From an optimization exercise on the open Yosys and OpenROAD flow, aimed at a short achievable clock period and few clock cycles per item; shortcuts taken in it are not production practice. In this exercise RTL edits were held to simulation tests only and were not proved equivalent to the original. Power and IR drop assume default switching activity.

==> flow/run.sh <==
#!/bin/bash
# synth_recipe.tcl (not shown) runs the flow's synth.tcl, then flattens the netlist and writes it again
# the make line also repeats each setting of config.mk as NAME=value (left out here)
make -C /OpenROAD-flow-scripts/flow DESIGN_CONFIG=/design/flow/config.mk WORK_HOME=/design/flow/orfs CLKGATE_MAP_FILE= SYNTH_SCRIPT=/design/flow/synth_recipe.tcl finish
==> flow/config.mk <==
export PLATFORM = sky130hd
export DESIGN_NAME = trinket_core
export DESIGN_NICKNAME = trinket_core
export VERILOG_FILES = /design/flow/design.v
export SDC_FILE = /design/flow/constraint.sdc
export NUM_CORES = 4
export LEC_CHECK = 0
export CAP_MARGIN = 20
export CORE_MARGIN = 2
export CORE_UTILIZATION = 40
export PLACE_DENSITY = 0.6
export SLEW_MARGIN = 20
==> flow/constraint.sdc <==
create_clock -name core_clock -period 8.0 [get_ports {clk}]
set_input_delay 1.6000 -clock core_clock [delete_from_list [all_inputs] [get_ports {clk}]]
set_output_delay 1.6000 -clock core_clock [all_outputs]
set_load 0.01 [all_outputs]
==> flow/design.v <==
module trinket_core (
    input  wire        clk,
    input  wire        rst,           
    input  wire        cmd_valid,
    input  wire [2:0]  cmd_op,
    input  wire [15:0] cmd_arg,
    output wire        cmd_ready,
    output wire [15:0] imem_addr,
    input  wire [15:0] imem_rdata,
    output wire [15:0] dmem_addr,
    output wire        dmem_we,
    output wire [15:0] dmem_wdata,
    input  wire [15:0] dmem_rdata,
    input  wire [2:0]  dbg_sel,
    output wire [15:0] dbg_data,
    output wire [15:0] pc_out,
    output wire        bp_hit
);
    localparam CMD_STEP   = 3'd0;
    localparam CMD_RUN    = 3'd1;
    localparam CMD_SETPC  = 3'd2;
    localparam CMD_ADDBP  = 3'd3;
    localparam CMD_DELBP  = 3'd4;
    localparam CMD_CLRREG = 3'd5;
    localparam OP_ADD  = 3'd0;
    localparam OP_ADDI = 3'd1;
    localparam OP_NAND = 3'd2;
    localparam OP_LUI  = 3'd3;
    localparam OP_SW   = 3'd4;
    localparam OP_LW   = 3'd5;
    localparam OP_BEQ  = 3'd6;
    localparam OP_JALR = 3'd7;
    localparam S_IDLE  = 2'd0;
    localparam S_FETCH = 2'd1;
    localparam S_EXEC  = 2'd2;
    localparam S_LOAD  = 2'd3;
    localparam NBP = 4;
    reg  [1:0]  state;
    reg  [15:0] pc;
    reg  [15:0] regs [1:7];
    reg  [15:0] ticks_left;
    reg         use_bp;
    reg         hit;
    reg  [2:0]  ld_rd;
    reg  [15:0] bp_addr  [0:NBP-1];
    reg         bp_valid [0:NBP-1];
    integer i;
    wire [15:0] instr = imem_rdata;
    wire [2:0]  opcode = instr[15:13];
    wire [2:0]  ra     = instr[12:10];
    wire [2:0]  rb     = instr[9:7];
    wire [2:0]  rc     = instr[2:0];
    wire [15:0] imm7   = {9'd0, instr[6:0]};
    wire [15:0] imm10s = {instr[9:0], 6'd0};
    wire [15:0] xa = (ra == 3'd0) ? 16'd0 : regs[ra];
    wire [15:0] xb = (rb == 3'd0) ? 16'd0 : regs[rb];
    wire [15:0] xc = (rc == 3'd0) ? 16'd0 : regs[rc];
    wire [15:0] pc_plus1 = pc + 16'd1;
    wire [15:0] ea       = xb + imm7;
    reg         wr_en;
    reg  [15:0] wr_data;
    reg  [15:0] next_pc;
    always @(*) begin
        wr_en   = 1'b0;
        wr_data = 16'd0;
        next_pc = pc_plus1;
        case (opcode)
            OP_ADD:  begin wr_en = 1'b1; wr_data = xb + xc; end
            OP_ADDI: begin wr_en = 1'b1; wr_data = xb + imm7; end
            OP_NAND: begin wr_en = 1'b1; wr_data = ~(xb & xc); end
            OP_LUI:  begin wr_en = 1'b1; wr_data = imm10s; end
            OP_SW:   ;
            OP_LW:   ;   
            OP_BEQ:  if (xa == xb) next_pc = pc_plus1 + imm7;
            OP_JALR: begin
                wr_en   = 1'b1;
                wr_data = pc_plus1;
                next_pc = (ra == rb && ra != 3'd0) ? pc_plus1 : xb;
            end
        endcase
    end
    function automatic bp_match(input [15:0] a);
        integer k;
        begin
            bp_match = 1'b0;
            for (k = 0; k < NBP; k = k + 1)
                if (bp_valid[k] && bp_addr[k] == a) bp_match = 1'b1;
        end
    endfunction
    wire [15:0] tick_pc  = (state == S_LOAD) ? pc_plus1 : next_pc;
    wire        tick_end = (state == S_LOAD) || (state == S_EXEC && opcode != OP_LW);
    wire        tick_bp  = use_bp && bp_match(tick_pc);
    wire        last     = (ticks_left == 16'd1);
    reg         bp_present;
    reg         bp_free_found;
    reg  [1:0]  bp_free_idx;
    always @(*) begin
        bp_present    = 1'b0;
        bp_free_found = 1'b0;
        bp_free_idx   = 2'd0;
        for (i = 0; i < NBP; i = i + 1) begin
            if (bp_valid[i] && bp_addr[i] == cmd_arg) bp_present = 1'b1;
            if (!bp_valid[i] && !bp_free_found) begin
                bp_free_found = 1'b1;
                bp_free_idx   = i[1:0];
            end
        end
    end
    always @(posedge clk) begin
        if (rst) begin
            state      <= S_IDLE;
            pc         <= 16'd0;
            ticks_left <= 16'd0;
            use_bp     <= 1'b0;
            hit        <= 1'b0;
            ld_rd      <= 3'd0;
            for (i = 1; i < 8; i = i + 1) regs[i] <= 16'd0;
            for (i = 0; i < NBP; i = i + 1) begin
                bp_addr[i]  <= 16'd0;
                bp_valid[i] <= 1'b0;
            end
        end else begin
            case (state)
                S_IDLE: if (cmd_valid) begin
                    case (cmd_op)
                        CMD_STEP, CMD_RUN: begin
                            hit        <= 1'b0;
                            use_bp     <= (cmd_op == CMD_RUN);
                            ticks_left <= cmd_arg;
                            if (cmd_arg != 16'd0) state <= S_FETCH;
                        end
                        CMD_SETPC: pc <= cmd_arg;
                        CMD_ADDBP: if (!bp_present && bp_free_found) begin
                            bp_addr[bp_free_idx]  <= cmd_arg;
                            bp_valid[bp_free_idx] <= 1'b1;
                        end
                        CMD_DELBP: for (i = 0; i < NBP; i = i + 1)
                            if (bp_addr[i] == cmd_arg) bp_valid[i] <= 1'b0;
                        CMD_CLRREG: begin
                            pc <= 16'd0;
                            for (i = 1; i < 8; i = i + 1) regs[i] <= 16'd0;
                        end
                        default: ;
                    endcase
                end
                S_FETCH: state <= S_EXEC;
                S_EXEC: begin
                    if (wr_en && ra != 3'd0) regs[ra] <= wr_data;
                    if (opcode == OP_LW) begin
                        ld_rd <= ra;
                        state <= S_LOAD;
                    end
                end
                S_LOAD: begin
                    if (ld_rd != 3'd0) regs[ld_rd] <= dmem_rdata;
                end
            endcase
            if (tick_end) begin
                pc         <= tick_pc;
                ticks_left <= ticks_left - 16'd1;
                if (tick_bp) begin
                    hit   <= 1'b1;
                    state <= S_IDLE;
                end else if (last) begin
                    state <= S_IDLE;
                end else begin
                    state <= S_FETCH;
                end
            end
        end
    end
    assign cmd_ready  = (state == S_IDLE);
    assign imem_addr  = pc;
    assign dmem_addr  = ea;
    assign dmem_we    = (state == S_EXEC) && (opcode == OP_SW) && (ea[15:13] != 3'b000);
    assign dmem_wdata = xa;
    assign dbg_data   = (dbg_sel == 3'd0) ? 16'd0 : regs[dbg_sel];
    assign pc_out     = pc;
    assign bp_hit     = hit;
endmodule
==> results.json <==
{
  "status": "complete, no violations",
  "drc": 0,
  "maxSlewViolCount": 0,
  "end_kind": "output port",
  "std_cell_rows": 77,
  "hold_buffers": 0,
  "placed_cell_area_sq_um": 20000,
  "worst_pin_slew_ns": 1.13,
  "yosysWarnings": 1,
  "yosysSeqAreaShare_pct": 34.0,
  "drt-total-wl_microns": 69700,
  "timing.fmax_ghz": 0.131,
  "cts_buffers": 26,
  "crit_type": "in2out",
  "fp.dieH_microns": 217,
  "postRouteAntennaNets": 0,
  "routedWlPerCell_microns": 26.3,
  "syn_area_sq_um": 18100,
  "globalplace.congestion": 0.981,
  "sequentialPowerShare_pct": 36.1,
  "fp.dieW_microns": 217,
  "p_per_area_nw_per_um2": 197,
  "synth_cell_types": 88,
  "start_kind": "primary input",
  "initial_utilization_pct": 40.7,
  "layout-drive-gt1-share_pct": 10.2,
  "num_vias": 16900,
  "cts_resized": 0,
  "min_path_type": "reg2reg",
  "grt_usage_pct": 29.2,
  "peakVddDrop_mv": 0.147,
  "ios": 140,
  "wl_met1_microns": 30200,
  "synthFlopType": "edfxtp_1",
  "path_max_fanout": 5,
  "period_needed_ns": 7.63,
  "max-clock-path-buffers": 3,
  "hold_viol_final": 0,
  "clock_skew_ns": 0.0223,
  "drt_iter0_drc": 1990,
  "areaGrowthSynthToFinish_pct": 15.0,
  "avgSynthCellArea_sq_um": 9.17,
  "first_pass_iters": 8,
  "grt_overflow": 0,
  "clk_pin_slew_ns": 0.06,
  "drv_cap": 0,
  "required_ns": 6.40,
  "highest_layer": "met5",
  "final_common_cell": "nor2_1",
  "htreeDepth": 1,
  "synth_edf_count": 176,
  "dieArea_sq_um": 46900,
  "setup-violations-final": 0,
  "grt_antenna_before_repair": 3,
  "io_buffers": 139,
  "grt_setup_unrepaired": "false",
  "clkSinkCount": 219,
  "cts_root_buf": "clkbuf_16",
  "internal_power_mw": 2.56,
  "clkPwrFrac_pct": 27.1,
  "synth_nets": 2069,
  "finalSetupTns_ns": 0,
  "stdcell_count": 2653,
  "ys_ff_latch": 219,
  "grt_pass1_vias": 15800,
  "power_frac_comb_pct": 36.7,
  "cts_setup_buffers": 0,
  "relSlewSlack_pct": 24.3,
  "cts_tree": "built",
  "synth-async-reset-ratio_pct": 0,
  "dp.cells": 2606,
  "finalCritPeriodShare_pct": 95.3,
  "vias_per_cell": 6.35,
  "grt_pass1_wl_microns": 104000,
  "met2_length_microns": 29600,
  "final_cell_mix": "251 x nor2_1, 176 x edfxtp_1, 134 x clkdlybuf4s50_1",
  "switching_share_pct": 37.5,
  "dp_hpwl_microns": 51100,
  "clk_latency_ns": 0.57,
  "synthCells": 1971,
  "wl_met3_microns": 7250,
  "core_region_area_sq_um": 44400,
  "power_switching_mw": 1.53,
  "arrival_ns": 6.03,
  "grt_max_degree": 56,
  "finalInstanceArea_sq_um": 20800,
  "p_leak_nw": 7.59,
  "final_nets": 2140
}
## Yosys cell counts (10+ instances only)
| cell type | count | area share (%) |
|---|---|---|
| buf_1 | 12 | 0.25 |
| or3_1 | 11 | 0.38 |
| buf_4 | 23 | 0.96 |
| nand2b_1 | 11 | 0.38 |
| nand3_1 | 45 | 1.2 |
| a221oi_1 | 41 | 2.0 |
| a22oi_1 | 21 | 0.87 |
| a211oi_1 | 20 | 0.83 |
| nand4_1 | 40 | 1.4 |
| mux2_2 | 35 | 2.2 |
| a222oi_1 | 12 | 0.66 |
| inv_1 | 52 | 1.1 |
| a221o_1 | 13 | 0.72 |
| a21oi_1 | 72 | 2.0 |
| nor3_1 | 54 | 1.5 |
| nand2_1 | 126 | 2.6 |
| nor2b_1 | 10 | 0.35 |
| mux2i_1 | 97 | 5.4 |
| o21ai_0 | 71 | 2.0 |
| nor2_1 | 251 | 5.2 |
| clkbuf_1 | 111 | 2.3 |
| o211ai_1 | 23 | 0.96 |
| a31oi_1 | 24 | 0.83 |
| xnor2_1 | 117 | 5.7 |
| a22o_1 | 13 | 0.63 |
| o21ai_1 | 14 | 0.39 |
| mux4_2 | 37 | 4.6 |
| o22ai_1 | 11 | 0.38 |
| and3_1 | 16 | 0.55 |
| and2_1 | 90 | 3.1 |
| xor2_1 | 45 | 2.2 |
| nor4_1 | 22 | 0.76 |
| ha_1 | 38 | 2.6 |
| dfxtp_1 | 43 | 4.8 |
| mux2_1 | 17 | 1.1 |
| edfxtp_1 | 176 | 29 |
## cell type report
| cell class | count | area (sq um) |
|---|---|---|
| Timing Repair Buffer | 204 | 1870 |
| Inverter | 53 | 199 |
| Sequential cell | 219 | 6150 |
| Fill cell | 4201 | 23600 |
| Clock buffer | 37 | 722 |
| Clock inverter | 9 | 62.6 |
| Antenna cell | 1 | 2.50 |
| Multi-Input combinational cell | 1538 | 11000 |
| Tap cell | 592 | 741 |
## stage by stage
step	util [%]	hold WS, ns	worst slack [ns]	power [mW]
after floorplan	-	0.436	1.29	2.42
after global placement	44.9	0.448	0.445	2.95
final	46.8	0.456	0.375	4.09
after detailed placement	45.0	0.450	0.420	2.97
after global routing	46.8	0.494	0.0695	4.28
after CTS	46.7	0.458	0.383	4.08
## critical path, cell delays in order
cell and delay, ns:
clkdlybuf4s50_1 0.55, and2b_1 0.26, a221o_1 0.40, and2_1 0.23
ha_1 0.22, inv_1 0.08, fa_1 0.21, nor2b_1 0.05
o21ai_0 0.22, a21boi_1 0.13, o21a_1 0.19, o21a_1 0.18
o21a_1 0.19, and2_1 0.19, and3_1 0.19, xor2_1 0.28
nor3_1 0.10, nor4_1 0.18, clkdlybuf4s50_1 0.58
## logic make-up after synthesis
family | synth area share (%)
adder cells (fa/ha/maj) | 2.96
AND/OR/NAND/NOR | 20.1
XOR/XNOR | 7.85
AO/OA/AOI/OAI | 16.6
multiplexers | 13.2
flip-flops | 34.0
buffers and inverters | 5.29
## path summary, 6_finish.rpt
check,from,to,slack [ns],depth (start not counted)
worst max-delay path,imem_rdata[7],dmem_we,0.37,19
worst min-delay path,use_bp,use_bp,0.46,2
worst max register to register,pc[0],state[0],2.26,18
worst min register to register,use_bp,use_bp,0.46,2
## routing by layer
metal | vias to the layer above | GRT usage, %
met2 | 969 | 43.5
met4 | 4 | 9.89
met5 | - | 0
met1 | 8221 | 42.0
li1 | 7504 | -
met3 | 153 | 5.91
## registers in the layout, indices dropped and copies added, names as in the netlist
| name | count |
|---|---|
| ld_rd | 3 |
| regs | 112 |
| ticks_left | 16 |
| use_bp | 1 |
| pc | 16 |
| hit | 1 |
| bp_addr | 64 |
| bp_valid | 4 |
| state | 2 |
## power by group through the flow
| stage | clock [mW] | combinational (mW) | sequential, mW |
|---|---|---|---|
| 2_1_floorplan | 0 | 0.975 | 1.44 |
| 3_3_place_gp | 0 | 1.46 | 1.49 |
| 3_5_place_dp | 0 | 1.47 | 1.50 |
| 4_1_cts | 1.13 | 1.48 | 1.47 |
| 5_1_grt | 1.16 | 1.62 | 1.49 |
| 6_report | 1.11 | 1.50 | 1.48 |

re-timing with driven ports:
The results above use ideal ports. As a check the final layout listed here was re-extracted and re-timed, cells and wires unchanged.
Step 1: set_driving_cell puts a clkbuf_16 on clk and a buf_2 on each other input, an assumption about the parent block.
Step 2 also shifts input and output timing later by t, the mid clock arrival at the registers, as if the neighbouring blocks saw the same clock.
a / b / c = no drivers / after step 1 / after step 2; a / b = the first two.
t, ns: 0.615
setup WS [ns]: 0.375 / 0.319 / 0.319
worst setup path at the end: input to output
slew at the worst register clock pin (ns): 0.07 / 0.07
cell pins on the clock port's net: 1
After both steps setup and hold are still met in this run. For this run, drivers alone change the setup slack by -0.056 ns; drivers and shift together by -0.056 ns.
